Source: an optimization exercise on an open RTL-to-GDS flow (aim: small area, a short achievable clock period and few clock cycles per item). Production flows keep margins and buffers that such runs may drop. The RTL was checked by simulation tests, not by an equivalence proof against the original design. Power and IR drop assume default switching activity.

==> flow/design.v <==
module pcie_cap #(
    parameter [3:0]  PORT_TYPE   = 4'h0,    
    parameter        SLOT_IMPL   = 0,       
    parameter [12:0] SLOT_NUM    = 13'd0,
    parameter        FLR_HANDLER = 0,
    parameter [3:0]  MAX_SPEED   = 4'd1,
    parameter [5:0]  MAX_WIDTH   = 6'd1,
    parameter [7:0]  NEXT_PTR    = 8'h00
) (
    input  wire        clk,
    input  wire        rst,
    input  wire [3:0]  dw,
    output reg  [31:0] rd_data,
    input  wire        wr_en,
    input  wire [31:0] wr_data,
    input  wire        presence_in,
    output wire        flr_fire
);
    localparam [15:0] CAPS_REG  = {7'b0, SLOT_IMPL ? 1'b1 : 1'b0, PORT_TYPE, 4'h2};
    localparam [31:0] DEVCAP    = FLR_HANDLER ? 32'h1000_0000 : 32'h0;
    localparam [31:0] LINKCAP   = {11'b0, SLOT_IMPL ? 1'b1 : 1'b0, 10'b0, MAX_WIDTH, MAX_SPEED};
    localparam [31:0] SLOTCAP   = SLOT_IMPL ? {SLOT_NUM, 19'h00060} : 32'h0;
    localparam [15:0] SLOT_MASK = SLOT_IMPL ? 16'h1038 : 16'h0000;
    reg [15:0] devctl;
    reg [15:0] linkctl;
    reg [15:0] slotctl;
    reg [15:0] rootctl;
    reg [15:0] devctl2;
    reg [15:0] linkctl2;
    reg [3:0]  cur_speed;
    reg [15:0] slotctl2;
    reg        presence;
    wire [15:0] linksts = {6'b0, MAX_WIDTH, cur_speed};
    wire [15:0] slotsts = SLOT_IMPL ? {9'b0, presence, 6'b0} : 16'h0;
    wire [3:0] req_speed = wr_data[3:0];
    wire [3:0] new_speed = (req_speed > MAX_SPEED) ? MAX_SPEED : req_speed;
    always @(*) begin
        case (dw)
            4'd0:    rd_data = {CAPS_REG, NEXT_PTR, 8'h10};
            4'd1:    rd_data = DEVCAP;
            4'd2:    rd_data = {16'h0000, devctl};
            4'd3:    rd_data = LINKCAP;
            4'd4:    rd_data = {linksts, linkctl};
            4'd5:    rd_data = SLOTCAP;
            4'd6:    rd_data = {slotsts, slotctl};
            4'd7:    rd_data = {16'h0000, rootctl};
            4'd8:    rd_data = 32'h0;
            4'd9:    rd_data = 32'h0;
            4'd10:   rd_data = {16'h0000, devctl2};
            4'd11:   rd_data = 32'h0;
            4'd12:   rd_data = {16'h0000, linkctl2};
            4'd13:   rd_data = 32'h0;
            4'd14:   rd_data = {16'h0000, slotctl2};
            default: rd_data = 32'h0;
        endcase
    end
    assign flr_fire = (FLR_HANDLER != 0) && wr_en && (dw == 4'd2) && wr_data[15];
    always @(posedge clk)
        presence <= presence_in;
    always @(posedge clk) begin
        if (rst) begin
            devctl    <= 16'h0;
            linkctl   <= 16'h0;
            slotctl   <= 16'h0;
            rootctl   <= 16'h0;
            devctl2   <= 16'h0;
            linkctl2  <= {12'h0, MAX_SPEED};
            cur_speed <= MAX_SPEED;
            slotctl2  <= 16'h0;
        end else if (wr_en) begin
            case (dw)
                4'd2:  devctl   <= wr_data[15:0] & 16'h7FFF;
                4'd4:  linkctl  <= wr_data[15:0] & 16'hFFDF;
                4'd6:  slotctl  <= wr_data[15:0] & SLOT_MASK;
                4'd7:  rootctl  <= wr_data[15:0];
                4'd10: devctl2  <= wr_data[15:0];
                4'd12: begin
                    linkctl2  <= {wr_data[15:4], new_speed};
                    cur_speed <= new_speed;
                end
                4'd14: slotctl2 <= wr_data[15:0];
                default: ;
            endcase
        end
    end
endmodule
module pcie_type1_fn #(
    parameter [15:0] VENDOR_ID   = 16'h1414,
    parameter [15:0] DEVICE_ID   = 16'h0000,
    parameter [31:0] CLASS_REV   = 32'h0604_0000,
    parameter        MULTI_FN    = 0,
    parameter [3:0]  PORT_TYPE   = 4'h4,
    parameter        SLOT_IMPL   = 0,
    parameter [12:0] SLOT_NUM    = 13'd0,
    parameter [3:0]  MAX_SPEED   = 4'd1,
    parameter [5:0]  MAX_WIDTH   = 6'd1,
    parameter [31:0] EXT_STUB    = 32'h0
) (
    input  wire        clk,
    input  wire        rst,
    input  wire [9:0]  dw,           
    output reg  [31:0] rd_data,
    output reg         rd_err,       
    input  wire        wr_en,        
    input  wire [31:0] wr_data,
    input  wire        presence_in,
    output wire [7:0]  sec_bus,
    output wire [7:0]  sub_bus
);
    localparam [15:0] CMD_MASK = 16'h077F;
    reg [15:0] command;
    reg [7:0]  latency_timer;
    reg [7:0]  interrupt_line;
    reg [7:0]  primary_bus;
    reg [7:0]  secondary_bus;
    reg [7:0]  subordinate_bus;
    reg [15:0] mem_base, mem_limit, pf_base, pf_limit;
    reg [31:0] pf_base_upper, pf_limit_upper;
    assign sec_bus = secondary_bus;
    assign sub_bus = subordinate_bus;
    wire        cap_sel = (dw >= 10'd16) && (dw < 10'd31);
    wire [3:0]  cap_dw  = dw[3:0];           
    wire [31:0] cap_rd;
    wire        cap_flr;
    pcie_cap #(
        .PORT_TYPE(PORT_TYPE), .SLOT_IMPL(SLOT_IMPL), .SLOT_NUM(SLOT_NUM),
        .FLR_HANDLER(0), .MAX_SPEED(MAX_SPEED), .MAX_WIDTH(MAX_WIDTH),
        .NEXT_PTR(8'h00)
    ) u_cap (
        .clk(clk), .rst(rst), .dw(cap_dw), .rd_data(cap_rd),
        .wr_en(wr_en && cap_sel), .wr_data(wr_data),
        .presence_in(presence_in), .flr_fire(cap_flr)
    );
    always @(*) begin
        rd_err  = 1'b0;
        rd_data = 32'h0;
        if (cap_sel) begin
            rd_data = cap_rd;
        end else begin
            case (dw)
                10'd0:  rd_data = {DEVICE_ID, VENDOR_ID};
                10'd1:  rd_data = {16'h0010, command};
                10'd2:  rd_data = CLASS_REV;
                10'd3:  rd_data = {8'h00, MULTI_FN ? 8'h81 : 8'h01, latency_timer, 8'h00};
                10'd6:  rd_data = {8'h00, subordinate_bus, secondary_bus, primary_bus};
                10'd8:  rd_data = {mem_limit, mem_base};
                10'd9:  rd_data = {pf_limit, pf_base};
                10'd10: rd_data = pf_base_upper;
                10'd11: rd_data = pf_limit_upper;
                10'd13: rd_data = 32'h0000_0040;
                10'd15: rd_data = {24'h0, interrupt_line};
                10'd64: rd_data = EXT_STUB;
                default: begin
                    if (dw >= 10'd16)
                        rd_err = 1'b1;
                end
            endcase
        end
    end
    always @(posedge clk) begin
        if (rst) begin
            command         <= 16'h0;
            latency_timer   <= 8'h0;
            interrupt_line  <= 8'h0;
            primary_bus     <= 8'h0;
            secondary_bus   <= 8'h0;
            subordinate_bus <= 8'h0;
            mem_base        <= 16'h0;
            mem_limit       <= 16'h0;
            pf_base         <= 16'h0;
            pf_limit        <= 16'h0;
            pf_base_upper   <= 32'h0;
            pf_limit_upper  <= 32'h0;
        end else if (wr_en) begin
            case (dw)
                10'd1:  command <= wr_data[15:0] & CMD_MASK;
                10'd3:  latency_timer <= wr_data[15:8];
                10'd6: begin
                    primary_bus     <= wr_data[7:0];
                    secondary_bus   <= wr_data[15:8];
                    subordinate_bus <= wr_data[23:16];
                end
                10'd8: begin
                    mem_base  <= wr_data[15:0];
                    mem_limit <= wr_data[31:16];
                end
                10'd9: begin
                    pf_base  <= wr_data[15:0];
                    pf_limit <= wr_data[31:16];
                end
                10'd10: pf_base_upper  <= wr_data;
                10'd11: pf_limit_upper <= wr_data;
                10'd15: interrupt_line <= wr_data[7:0];
                default: ;
            endcase
        end
    end
endmodule
module pcie_type0_fn #(
    parameter [15:0] VENDOR_ID   = 16'h1414,
    parameter [15:0] DEVICE_ID   = 16'h0000,
    parameter [31:0] CLASS_REV   = 32'h0000_0000,
    parameter [31:0] SUBSYS      = 32'h0000_0000,   
    parameter [63:0] BAR_LEN0    = 64'h0,           
    parameter [63:0] BAR_LEN1    = 64'h0,
    parameter [63:0] BAR_LEN2    = 64'h0,
    parameter [2:0]  INTX_PIN    = 3'd0,            
    parameter        FLR_HANDLER = 1,
    parameter [3:0]  MAX_SPEED   = 4'd1,
    parameter [5:0]  MAX_WIDTH   = 6'd1,
    parameter        RO_CAP      = 0,               
    parameter [7:0]  RO_CAP_ID   = 8'h09,
    parameter [15:0] RO_CAP_HI   = 16'h0000,        
    parameter [31:0] RO_CAP_DW1  = 32'h0,
    parameter [31:0] EXT_STUB    = 32'h0
) (
    input  wire        clk,
    input  wire        rst,
    input  wire [9:0]  dw,
    output reg  [31:0] rd_data,
    output reg         rd_err,
    input  wire        wr_en,
    input  wire [31:0] wr_data,
    input  wire        intx_in,
    output wire        intx_out,
    output wire        mmio_en,
    output wire        flr_fire
);
    localparam [15:0] CMD_MASK = 16'h077F;
    function [63:0] pair_mask;
        input [63:0] len;
        reg   [63:0] size;
        integer      i;
        begin
            size = 64'h1000;
            for (i = 12; i < 63; i = i + 1)
                if (size < len)
                    size = size << 1;
            pair_mask = (len == 64'h0) ? 64'h0 : ~(size - 64'h1);
        end
    endfunction
    localparam [63:0] MASK01 = pair_mask(BAR_LEN0);
    localparam [63:0] MASK23 = pair_mask(BAR_LEN1);
    localparam [63:0] MASK45 = pair_mask(BAR_LEN2);
    localparam [191:0] BAR_MASKS = {MASK45, MASK23, MASK01};
    reg [15:0] command;
    reg [7:0]  latency_timer;
    reg [7:0]  interrupt_line;
    reg [31:0] bar [0:5];
    reg        intx_latched;
    wire intx_present = (INTX_PIN != 3'd0);
    assign mmio_en  = command[1];
    assign intx_out = intx_present && intx_latched && !command[10];
    always @(posedge clk)
        intx_latched <= intx_present ? intx_in : 1'b0;
    localparam [7:0] PCIE_NEXT = RO_CAP ? 8'h7C : 8'h00;
    wire        cap_sel = (dw >= 10'd16) && (dw < 10'd31);
    wire [31:0] cap_rd;
    pcie_cap #(
        .PORT_TYPE(4'h0), .SLOT_IMPL(0), .SLOT_NUM(13'd0),
        .FLR_HANDLER(FLR_HANDLER), .MAX_SPEED(MAX_SPEED), .MAX_WIDTH(MAX_WIDTH),
        .NEXT_PTR(PCIE_NEXT)
    ) u_cap (
        .clk(clk), .rst(rst), .dw(dw[3:0]), .rd_data(cap_rd),
        .wr_en(wr_en && cap_sel), .wr_data(wr_data),
        .presence_in(1'b0), .flr_fire(flr_fire)
    );
    wire [15:0] status = {12'h001, intx_latched, 3'b000};
    always @(*) begin
        rd_err  = 1'b0;
        rd_data = 32'h0;
        if (cap_sel) begin
            rd_data = cap_rd;
        end else begin
            case (dw)
                10'd0:  rd_data = {DEVICE_ID, VENDOR_ID};
                10'd1:  rd_data = {status, command};
                10'd2:  rd_data = CLASS_REV;
                10'd3:  rd_data = {16'h0000, latency_timer, 8'h00};
                10'd4:  rd_data = bar[0];
                10'd5:  rd_data = bar[1];
                10'd6:  rd_data = bar[2];
                10'd7:  rd_data = bar[3];
                10'd8:  rd_data = bar[4];
                10'd9:  rd_data = bar[5];
                10'd11: rd_data = SUBSYS;
                10'd13: rd_data = 32'h0000_0040;
                10'd15: rd_data = {16'h0000, 5'b0, INTX_PIN, interrupt_line};
                10'd31: begin
                    if (RO_CAP) rd_data = {RO_CAP_HI, 8'h00, RO_CAP_ID};
                    else        rd_err  = 1'b1;
                end
                10'd32: begin
                    if (RO_CAP) rd_data = RO_CAP_DW1;
                    else        rd_err  = 1'b1;
                end
                10'd64: rd_data = EXT_STUB;
                default: begin
                    if (dw >= 10'd16)
                        rd_err = 1'b1;
                end
            endcase
        end
    end
    integer k;
    always @(posedge clk) begin
        if (rst) begin
            command        <= 16'h0;
            latency_timer  <= 8'h0;
            interrupt_line <= 8'h0;
            for (k = 0; k < 6; k = k + 1)
                bar[k] <= 32'h0;
        end else if (wr_en) begin
            case (dw)
                10'd1:  command <= wr_data[15:0] & CMD_MASK;
                10'd3:  latency_timer <= wr_data[15:8];
                10'd15: interrupt_line <= wr_data[7:0];
                default: ;
            endcase
            if (dw >= 10'd4 && dw <= 10'd9 && !command[1]) begin
                for (k = 0; k < 6; k = k + 1) begin
                    if ({22'd0, dw} == k + 4) begin
                        if (k % 2 == 0 && BAR_MASKS[k*32 +: 32] != 32'h0)
                            bar[k] <= (wr_data & BAR_MASKS[k*32 +: 32]) | 32'h4;
                        else
                            bar[k] <= wr_data & BAR_MASKS[k*32 +: 32];
                    end
                end
            end
        end
    end
endmodule
module pcie_cfg_rc (
    input  wire        clk,
    input  wire        rst,
    input  wire        req_valid,
    output wire        req_ready,
    input  wire        req_write,
    input  wire [2:0]  req_size,      
    input  wire [27:0] req_addr,      
    input  wire [31:0] req_wdata,     
    output reg         rsp_valid,
    output reg  [31:0] rsp_rdata,
    output reg  [1:0]  rsp_err,       
    input  wire [2:0]  intx_in,       
    input  wire [3:0]  presence_in,   
    output wire [2:0]  intx_out,      
    output wire [2:0]  mmio_en,       
    output reg  [2:0]  flr            
);
    localparam [31:0] EXT_STUB = 32'h0000_0000;
    localparam RP0 = 0, RP1 = 1, USP = 2, DSP0 = 3, DSP1 = 4, EP0 = 5, EP1 = 6, EP2 = 7;
    assign req_ready = 1'b1;
    wire [7:0]  bus    = req_addr[27:20];
    wire [7:0]  dev_fn = req_addr[19:12];
    wire [11:0] regoff = req_addr[11:0];
    wire [9:0]  dw     = regoff[11:2];
    wire [1:0]  lane   = regoff[1:0];
    wire size_ok  = (req_size == 3'd1) || (req_size == 3'd2) || (req_size == 3'd4);
    wire align_ok = (req_size == 3'd2) ? (lane[0] == 1'b0) :
                    (req_size == 3'd4) ? (lane == 2'b00) : 1'b1;
    wire [7:0]  fn_wr;
    wire [31:0] merged;
    wire [31:0] fn_rd [0:7];
    wire [7:0]  fn_err;
    wire [7:0]  sec [0:4];
    wire [7:0]  sub [0:4];
    wire [2:0]  ep_flr;
    pcie_type1_fn #(.DEVICE_ID(16'hC030), .CLASS_REV(32'h0604_0001), .MULTI_FN(0),
        .PORT_TYPE(4'h4), .SLOT_IMPL(1), .SLOT_NUM(13'd1),
        .MAX_SPEED(4'd4), .MAX_WIDTH(6'd16), .EXT_STUB(EXT_STUB))
    u_rp0 (.clk(clk), .rst(rst), .dw(dw), .rd_data(fn_rd[RP0]), .rd_err(fn_err[RP0]),
        .wr_en(fn_wr[RP0]), .wr_data(merged), .presence_in(presence_in[0]),
        .sec_bus(sec[RP0]), .sub_bus(sub[RP0]));
    pcie_type1_fn #(.DEVICE_ID(16'hC030), .CLASS_REV(32'h0604_0001), .MULTI_FN(0),
        .PORT_TYPE(4'h4), .SLOT_IMPL(1), .SLOT_NUM(13'd2),
        .MAX_SPEED(4'd5), .MAX_WIDTH(6'd8), .EXT_STUB(EXT_STUB))
    u_rp1 (.clk(clk), .rst(rst), .dw(dw), .rd_data(fn_rd[RP1]), .rd_err(fn_err[RP1]),
        .wr_en(fn_wr[RP1]), .wr_data(merged), .presence_in(presence_in[1]),
        .sec_bus(sec[RP1]), .sub_bus(sub[RP1]));
    pcie_type1_fn #(.DEVICE_ID(16'hC031), .CLASS_REV(32'h0604_0002), .MULTI_FN(0),
        .PORT_TYPE(4'h5), .SLOT_IMPL(0), .SLOT_NUM(13'd0),
        .MAX_SPEED(4'd5), .MAX_WIDTH(6'd8), .EXT_STUB(EXT_STUB))
    u_usp (.clk(clk), .rst(rst), .dw(dw), .rd_data(fn_rd[USP]), .rd_err(fn_err[USP]),
        .wr_en(fn_wr[USP]), .wr_data(merged), .presence_in(1'b0),
        .sec_bus(sec[USP]), .sub_bus(sub[USP]));
    pcie_type1_fn #(.DEVICE_ID(16'hC032), .CLASS_REV(32'h0604_0002), .MULTI_FN(1),
        .PORT_TYPE(4'h6), .SLOT_IMPL(1), .SLOT_NUM(13'd3),
        .MAX_SPEED(4'd5), .MAX_WIDTH(6'd4), .EXT_STUB(EXT_STUB))
    u_dsp0 (.clk(clk), .rst(rst), .dw(dw), .rd_data(fn_rd[DSP0]), .rd_err(fn_err[DSP0]),
        .wr_en(fn_wr[DSP0]), .wr_data(merged), .presence_in(presence_in[2]),
        .sec_bus(sec[DSP0]), .sub_bus(sub[DSP0]));
    pcie_type1_fn #(.DEVICE_ID(16'hC032), .CLASS_REV(32'h0604_0002), .MULTI_FN(1),
        .PORT_TYPE(4'h6), .SLOT_IMPL(1), .SLOT_NUM(13'd4),
        .MAX_SPEED(4'd3), .MAX_WIDTH(6'd4), .EXT_STUB(EXT_STUB))
    u_dsp1 (.clk(clk), .rst(rst), .dw(dw), .rd_data(fn_rd[DSP1]), .rd_err(fn_err[DSP1]),
        .wr_en(fn_wr[DSP1]), .wr_data(merged), .presence_in(presence_in[3]),
        .sec_bus(sec[DSP1]), .sub_bus(sub[DSP1]));
    pcie_type0_fn #(.DEVICE_ID(16'h00A0), .CLASS_REV(32'h0108_0201), .SUBSYS(32'h0001_1414),
        .BAR_LEN0(64'h0000_0000_0000_1000), .BAR_LEN1(64'h0000_0000_0020_0000), .BAR_LEN2(64'h0),
        .INTX_PIN(3'd1), .FLR_HANDLER(1), .MAX_SPEED(4'd4), .MAX_WIDTH(6'd4),
        .RO_CAP(0), .EXT_STUB(EXT_STUB))
    u_ep0 (.clk(clk), .rst(rst), .dw(dw), .rd_data(fn_rd[EP0]), .rd_err(fn_err[EP0]),
        .wr_en(fn_wr[EP0]), .wr_data(merged), .intx_in(intx_in[0]), .intx_out(intx_out[0]),
        .mmio_en(mmio_en[0]), .flr_fire(ep_flr[0]));
    pcie_type0_fn #(.DEVICE_ID(16'h00B1), .CLASS_REV(32'h0200_0010), .SUBSYS(32'h0002_1414),
        .BAR_LEN0(64'h0000_0000_0000_3000), .BAR_LEN1(64'h0), .BAR_LEN2(64'h0000_0001_0000_0000),
        .INTX_PIN(3'd2), .FLR_HANDLER(1), .MAX_SPEED(4'd5), .MAX_WIDTH(6'd2),
        .RO_CAP(0), .EXT_STUB(EXT_STUB))
    u_ep1 (.clk(clk), .rst(rst), .dw(dw), .rd_data(fn_rd[EP1]), .rd_err(fn_err[EP1]),
        .wr_en(fn_wr[EP1]), .wr_data(merged), .intx_in(intx_in[1]), .intx_out(intx_out[1]),
        .mmio_en(mmio_en[1]), .flr_fire(ep_flr[1]));
    pcie_type0_fn #(.DEVICE_ID(16'h00C2), .CLASS_REV(32'h1180_0003), .SUBSYS(32'h0003_1414),
        .BAR_LEN0(64'h0000_0000_0008_0000), .BAR_LEN1(64'h0), .BAR_LEN2(64'h0),
        .INTX_PIN(3'd0), .FLR_HANDLER(0), .MAX_SPEED(4'd3), .MAX_WIDTH(6'd1),
        .RO_CAP(1), .RO_CAP_ID(8'h09), .RO_CAP_HI(16'h0108), .RO_CAP_DW1(32'h5A5A_0001),
        .EXT_STUB(EXT_STUB))
    u_ep2 (.clk(clk), .rst(rst), .dw(dw), .rd_data(fn_rd[EP2]), .rd_err(fn_err[EP2]),
        .wr_en(fn_wr[EP2]), .wr_data(merged), .intx_in(intx_in[2]), .intx_out(intx_out[2]),
        .mmio_en(mmio_en[2]), .flr_fire(ep_flr[2]));
    function in_range;
        input [7:0] s;
        input [7:0] u;
        input [7:0] b;
        begin
            in_range = (s <= u) && (s <= b) && (b <= u);
        end
    endfunction
    reg [7:0] tgt;
    always @(*) begin
        tgt = 8'h00;
        if (bus == 8'd0) begin
            if (dev_fn == 8'h00) tgt[RP0] = 1'b1;
            else if (dev_fn == 8'h08) tgt[RP1] = 1'b1;
        end else if (in_range(sec[RP0], sub[RP0], bus)) begin
            if (bus == sec[RP0] && dev_fn == 8'h00) tgt[EP0] = 1'b1;
        end else if (in_range(sec[RP1], sub[RP1], bus)) begin
            if (bus == sec[RP1]) begin
                if (dev_fn == 8'h00) tgt[USP] = 1'b1;
            end else if (in_range(sec[USP], sub[USP], bus)) begin
                if (bus == sec[USP]) begin
                    if (dev_fn == 8'h00) tgt[DSP0] = 1'b1;
                    else if (dev_fn == 8'h01) tgt[DSP1] = 1'b1;
                end else if (in_range(sec[DSP0], sub[DSP0], bus)) begin
                    if (bus == sec[DSP0] && dev_fn == 8'h00) tgt[EP1] = 1'b1;
                end else if (in_range(sec[DSP1], sub[DSP1], bus)) begin
                    if (bus == sec[DSP1] && dev_fn == 8'h00) tgt[EP2] = 1'b1;
                end
            end
        end
    end
    reg [31:0] t_rd;
    reg        t_err;
    integer    i;
    always @(*) begin
        t_rd  = 32'h0;
        t_err = 1'b0;
        for (i = 0; i < 8; i = i + 1) begin
            if (tgt[i]) begin
                t_rd  = fn_rd[i];
                t_err = fn_err[i];
            end
        end
    end
    wire        routed = |tgt;
    wire [31:0] shifted = t_rd >> {lane, 3'b000};
    reg [31:0] lane_mask;
    always @(*) begin
        case (req_size)
            3'd1:    lane_mask = 32'h0000_00FF << {lane, 3'b000};
            3'd2:    lane_mask = 32'h0000_FFFF << {lane, 3'b000};
            default: lane_mask = 32'hFFFF_FFFF;
        endcase
    end
    assign merged = (t_rd & ~lane_mask) | ((req_wdata << {lane, 3'b000}) & lane_mask);
    wire [31:0] read_val = (req_size == 3'd1) ? {24'h0, shifted[7:0]} :
                           (req_size == 3'd2) ? {16'h0, shifted[15:0]} : shifted;
    wire [31:0] ones_val = (req_size == 3'd1) ? 32'h0000_00FF :
                           (req_size == 3'd2) ? 32'h0000_FFFF : 32'hFFFF_FFFF;
    wire access_ok = req_valid && size_ok && align_ok;
    assign fn_wr = (access_ok && req_write && !t_err) ? tgt : 8'h00;
    always @(posedge clk) begin
        if (rst) begin
            rsp_valid <= 1'b0;
            rsp_rdata <= 32'h0;
            rsp_err   <= 2'd0;
            flr       <= 3'b000;
        end else begin
            rsp_valid <= req_valid;
            rsp_rdata <= 32'h0;
            rsp_err   <= 2'd0;
            flr       <= 3'b000;
            if (req_valid) begin
                if (!size_ok) begin
                    rsp_err <= 2'd2;
                end else if (!align_ok) begin
                    rsp_err <= 2'd3;
                end else if (!routed) begin
                    if (!req_write) rsp_rdata <= ones_val;
                end else if (t_err) begin
                    rsp_err <= 2'd1;
                end else begin
                    if (!req_write) rsp_rdata <= read_val;
                    flr <= {fn_wr[EP2] & ep_flr[2], fn_wr[EP1] & ep_flr[1], fn_wr[EP0] & ep_flr[0]};
                end
            end
        end
    end
endmodule
==> flow/run.sh <==
#!/bin/bash
# synth_recipe.tcl (not shown) runs the flow's synth.tcl, then flattens the netlist and writes it again
# the make line also repeats each setting of config.mk as NAME=value (left out here)
make -C /OpenROAD-flow-scripts/flow DESIGN_CONFIG=/design/flow/config.mk WORK_HOME=/design/flow/orfs CLKGATE_MAP_FILE= SYNTH_SCRIPT=/design/flow/synth_recipe.tcl finish
==> flow/config.mk <==
export PLATFORM = sky130hd
export DESIGN_NAME = pcie_cfg_rc
export DESIGN_NICKNAME = pcie_cfg_rc
export VERILOG_FILES = /design/flow/design.v
export SDC_FILE = /design/flow/constraint.sdc
export NUM_CORES = 4
export LEC_CHECK = 0
export CAP_MARGIN = 20
export CORE_MARGIN = 2
export CORE_UTILIZATION = 40
export PLACE_DENSITY = 0.6
export SLEW_MARGIN = 20
==> flow/constraint.sdc <==
create_clock -name core_clock -period 8.0 [get_ports {clk}]
set_input_delay 1.6000 -clock core_clock [delete_from_list [all_inputs] [get_ports {clk}]]
set_output_delay 1.6000 -clock core_clock [all_outputs]
set_load 0.01 [all_outputs]
==> summary.txt <==
clock tree root driver cell sky130_fd_sc_hd__clkbuf_16; buffer depth of the longest clock path 3; total number of nets in the final design 11100; capturing element type of the critical path register; leading registers by flop count u_ep0.bar x97, u_ep1.bar x83, u_ep2.bar x46; startpoint-to-endpoint class of the critical path in2reg; Max Clock Skew 0.109 ns; layout-stage area growth over the synthesis result 18.6%; Worst Setup Slack, final 0.694 ns; die boundary width 481 µm; number of DRC violations after detailed routing 0; reported max-cap violation count 0; Net Sw Frac 26.1%; Gates resized, CTS repair 0; unrepaired setup endpoints after global routing no; area share of the largest cell type after synthesis 44.1%; number of flip-flops under the largest register name 97; Initial Utilization 40.1%; Post-Syn Area per Cell 8.48 µm²; mean number of vias per cell 6.73; HPWL after DPL 357000 µm; count of final hold-check violations 0; sequential share of the synthesized area 44.1%; part of the power in the clock network 48.0%; Pleak 35.2 nW; endpoint of the worst-slack reg-to-reg timing path u_rp0.u_cap.slotctl2[6]$_SDFFE_PP0P_; Crit Reg-Reg Startpoint u_usp.subordinate_bus[1]$_SDFFE_PP0P_; portion of total power attributed to sequential cells 45.0%; number of antenna violations at the first check in global routing 51; Total Die Area 231000 µm²; path category of the worst min-delay check reg2reg; category of the worst setup path launch point input port; maximum achievable frequency 137 MHz; Critical Path AT 8.14 ns; ratio of cells with drive above 1 in the final layout 15.5%; total CTS buffers 215; via count of the first global-routing pass 85800; combinational share of power 7.1%; number of standard cells after synthesis 10700; pin count of the biggest net entering global routing 222; largest voltage drop on the vdd net 0.202 mV; commonest cells after routing, fill and taps aside sky130_fd_sc_hd__dfxtp_1, sky130_fd_sc_hd__nor2_1, sky130_fd_sc_hd__a21oi_1; core area 227000 µm²; Post-Place Worst Slack 0.393 ns; mapped cell area 91000 µm²; total number of vias 94900; Period minus WS final 7.31 ns; total negative slack 0 ns; Most used DFF post-synth sky130_fd_sc_hd__dfxtp_1; clock tree from TritonCTS built; final RePlAce weighted congestion 1.08; unique cell type count in the Yosys netlist 122; I/O pins 119; # Post-CTS Setup Buffers 0; Placed Area 100000 µm²; FF-to-FF setup slack 1.98 ns; final critical-path share of the clock period 91.3%; normalized max-slew margin 9.34%; leading cell type in the layout, fill and taps excluded sky130_fd_sc_hd__dfxtp_1; number of hold buffers added after cts 0; die outline height 481 µm; leading post-synthesis cells by cell area sky130_fd_sc_hd__dfxtp_1, sky130_fd_sc_hd__a211oi_1, sky130_fd_sc_hd__nor2_1; number of flops mapped to enable cells by yosys 0; Routed Wire Length 506000 µm; actual transition at the worst max-transition pin 1.36 ns; number of DRC violations after detailed-routing iteration 0 17300; cell row count 175; crit path from req_addr[8]; Critical Path Fanout Max 27; net switching power 5.80 mW; yosys synthesis warning count 20; data required time of the critical path 8.83 ns; average routed wire per standard cell 35.9 µm; Post-synth ARST share 0%; Pint 16.4 mW; Antenna Nets Post-Route 0; CTS H-Tree Depth 4; Top reg by flops u_ep0.bar; clock-pin slew of the registers on the worst-case setup and hold paths 0.06 ns; Worst setup endpoint u_rp0.u_cap.slotctl2[6]$_SDFFE_PP0P_; area leader, netlist sky130_fd_sc_hd__dfxtp_1; Power, Total 22.2 mW; register bit count reported by yosys 2005; Min Hold Slack 0.451 ns; Port Buf Inserts 114; PD cells 206 nW/µm²; Num Clock Sinks 2005; setup-violating endpoint count in the final report 0; length of the first detailed-routing pass in iterations 10; pins over their slew limit 0; GRT Overall Usage 42.0%; result of the run complete, no violations; total congestion overflow after global routing 0; Worst R2R Path Depth 17; wire length of the first global-routing pass 689000 µm; clock latency on the worst-skew pair 0.98 ns; Non-Filler Cell Area, Final 108000 µm²
==> per-layer routing <==
metal | up-vias | track usage, % | share of wire (%)
li1 | 39800 | - | -
met1 | 46100 | 54.0 | 38
met2 | 7260 | 58.5 | 40
met3 | 1759 | 13.9 | 14
met4 | 32 | 30.0 | 8.6
met5 | - | 0.124 | 0.045
==> synthesized netlist by cell type, drive strengths merged, types with 10 or more instances <==
| library cell | count |
|---|---|
| a31o | 12 |
| a211oi | 1049 |
| nor2b | 38 |
| o22ai | 69 |
| and2 | 16 |
| or2 | 15 |
| o21a | 21 |
| a2111oi | 17 |
| a221oi | 124 |
| ha | 120 |
| nor3b | 24 |
| nor2 | 1474 |
| nor3 | 172 |
| o21ai | 807 |
| a222oi | 76 |
| inv | 67 |
| clkbuf | 529 |
| buf | 560 |
| o311ai | 10 |
| o211ai | 49 |
| nand2b | 15 |
| a31oi | 62 |
| and3 | 42 |
| or3 | 20 |
| nand2 | 886 |
| dfxtp | 2005 |
| nand3 | 295 |
| o2bb2ai | 16 |
| a32oi | 19 |
| mux2 | 50 |
| o31ai | 36 |
| o32ai | 16 |
| a221o | 25 |
| nor4 | 42 |
| a21o | 11 |
| a21oi | 1008 |
| or4 | 12 |
| nand4 | 63 |
| o221ai | 26 |
| a22oi | 394 |
| mux2i | 204 |
| a22o | 94 |
==> final cells by class <==
cell class	count	area [µm²]
flip-flops and latches	2005	40100
repair buffers	1023	10100
multi-input cells	7569	46100
diodes	31	77.6
clock buffers	315	6300
clock inverters	83	1210
inverters	68	265
fillers	21800	119000
well taps	3009	3760
==> per-stage QoR <==
stage,util (%),instances
after floorplan,-,10700
after global placement,44.2,13700
after detailed placement,44.2,13700
after CTS,47.6,14100
after global routing,47.6,14100
final,47.6,14100
==> power groups by stage <==
stage / Sequential (mW) / Combinational (mW) / Clock, mW
finish: 9.99 / 1.57 / 10.7
global route: 9.98 / 1.54 / 11.0
CTS: 9.99 / 1.48 / 10.6
detailed placement: 10.2 / 1.48 / 0
global placement: 10.2 / 1.47 / 0
floorplan: 10.2 / 0.690 / 0
==> cell families (layout without fill, tap and decap cells) <==
| logic type | after synthesis | in the layout | share of synthesized area (%) |
|---|---|---|---|
| AO/OA/AOI/OAI | 4022 | 4022 | 29.7 |
| XOR/XNOR | 1 | 1 | 0.00962 |
| adder cells (fa/ha/maj) | 120 | 120 | 1.65 |
| buffers and inverters | 1158 | 1489 | 5.99 |
| flip-flops | 2005 | 2005 | 44.1 |
| multiplexers | 262 | 262 | 3.06 |
| other | 2 | 34 | 0.00825 |
| AND/OR/NAND/NOR | 3161 | 3161 | 15.5 |
==> worst max-delay path, stage by stage <==
cell and delay [ns]:
sky130_fd_sc_hd__clkdlybuf4s50_1 0.64, sky130_fd_sc_hd__nor4_2 0.36, sky130_fd_sc_hd__buf_4 0.23, sky130_fd_sc_hd__nand3_1 0.79
sky130_fd_sc_hd__buf_4 0.55, sky130_fd_sc_hd__o21ai_0 0.65, sky130_fd_sc_hd__a2111oi_0 0.17, sky130_fd_sc_hd__a2111oi_1 0.58
sky130_fd_sc_hd__buf_4 0.24, sky130_fd_sc_hd__a41o_1 0.13, sky130_fd_sc_hd__a21oi_1 0.05, sky130_fd_sc_hd__buf_4 0.16
sky130_fd_sc_hd__a31oi_1 0.79, sky130_fd_sc_hd__buf_4 0.26, sky130_fd_sc_hd__nor2_1 0.07, sky130_fd_sc_hd__a2bb2oi_4 0.19
sky130_fd_sc_hd__buf_12 0.17, sky130_fd_sc_hd__buf_12 0.19, sky130_fd_sc_hd__a211oi_1 0.25
==> worst min path at each step <==
stage                                           start                                endpoint  slack, ns  depth (start not counted)
4_1_cts        u_dsp1.subordinate_bus[2]$_SDFFE_PP0P_  u_dsp1.subordinate_bus[2]$_SDFFE_PP0P_       0.45                          2
5_1_grt               u_rp1.mem_limit[2]$_SDFFE_PP0P_         u_rp1.mem_limit[2]$_SDFFE_PP0P_       0.46                          2
6_report               u_rp0.mem_base[7]$_SDFFE_PP0P_          u_rp0.mem_base[7]$_SDFFE_PP0P_       0.45                          2
3_3_place_gp           u_usp.mem_base[7]$_SDFFE_PP0P_          u_usp.mem_base[7]$_SDFFE_PP0P_       0.44                          2
3_5_place_dp          u_rp1.mem_limit[2]$_SDFFE_PP0P_         u_rp1.mem_limit[2]$_SDFFE_PP0P_       0.44                          2
2_1_floorplan           u_ep0.bar[0][19]$_SDFFE_PP0P_           u_ep0.bar[0][19]$_SDFFE_PP0P_       0.43                          2
Testbench counts, summed over its fixed seeds: cycles 32,000, items 32,000.

[re-timing with driven ports]
How much do the figures lean on ideal ports? The routed layout below was timed once more, with nothing changed but the port constraints.
Step 1, drivers: a clkbuf_16 drives clk and a buf_2 each remaining input, both assumed.
Step 2 moves the port delays by t, midway between the first and last clock arrival at a register: inputs arrive t later, outputs are due t later. That takes back most of the time a late clock gives input paths.
Slacks: ideal ports / drivers / drivers and shift; pairs: ideal ports / drivers.
shift t [ns]: 1.030
setup slack, ns: 0.694 / 0.764 / -0.266
worst setup path after step 2: input to register
latest minus earliest clock arrival (ns): 0.110 / 0.110
With both steps, setup timing fails in this run, where it was met with ideal ports. For this run, drivers alone change the setup slack by +0.070 ns; drivers and shift together by -0.960 ns.
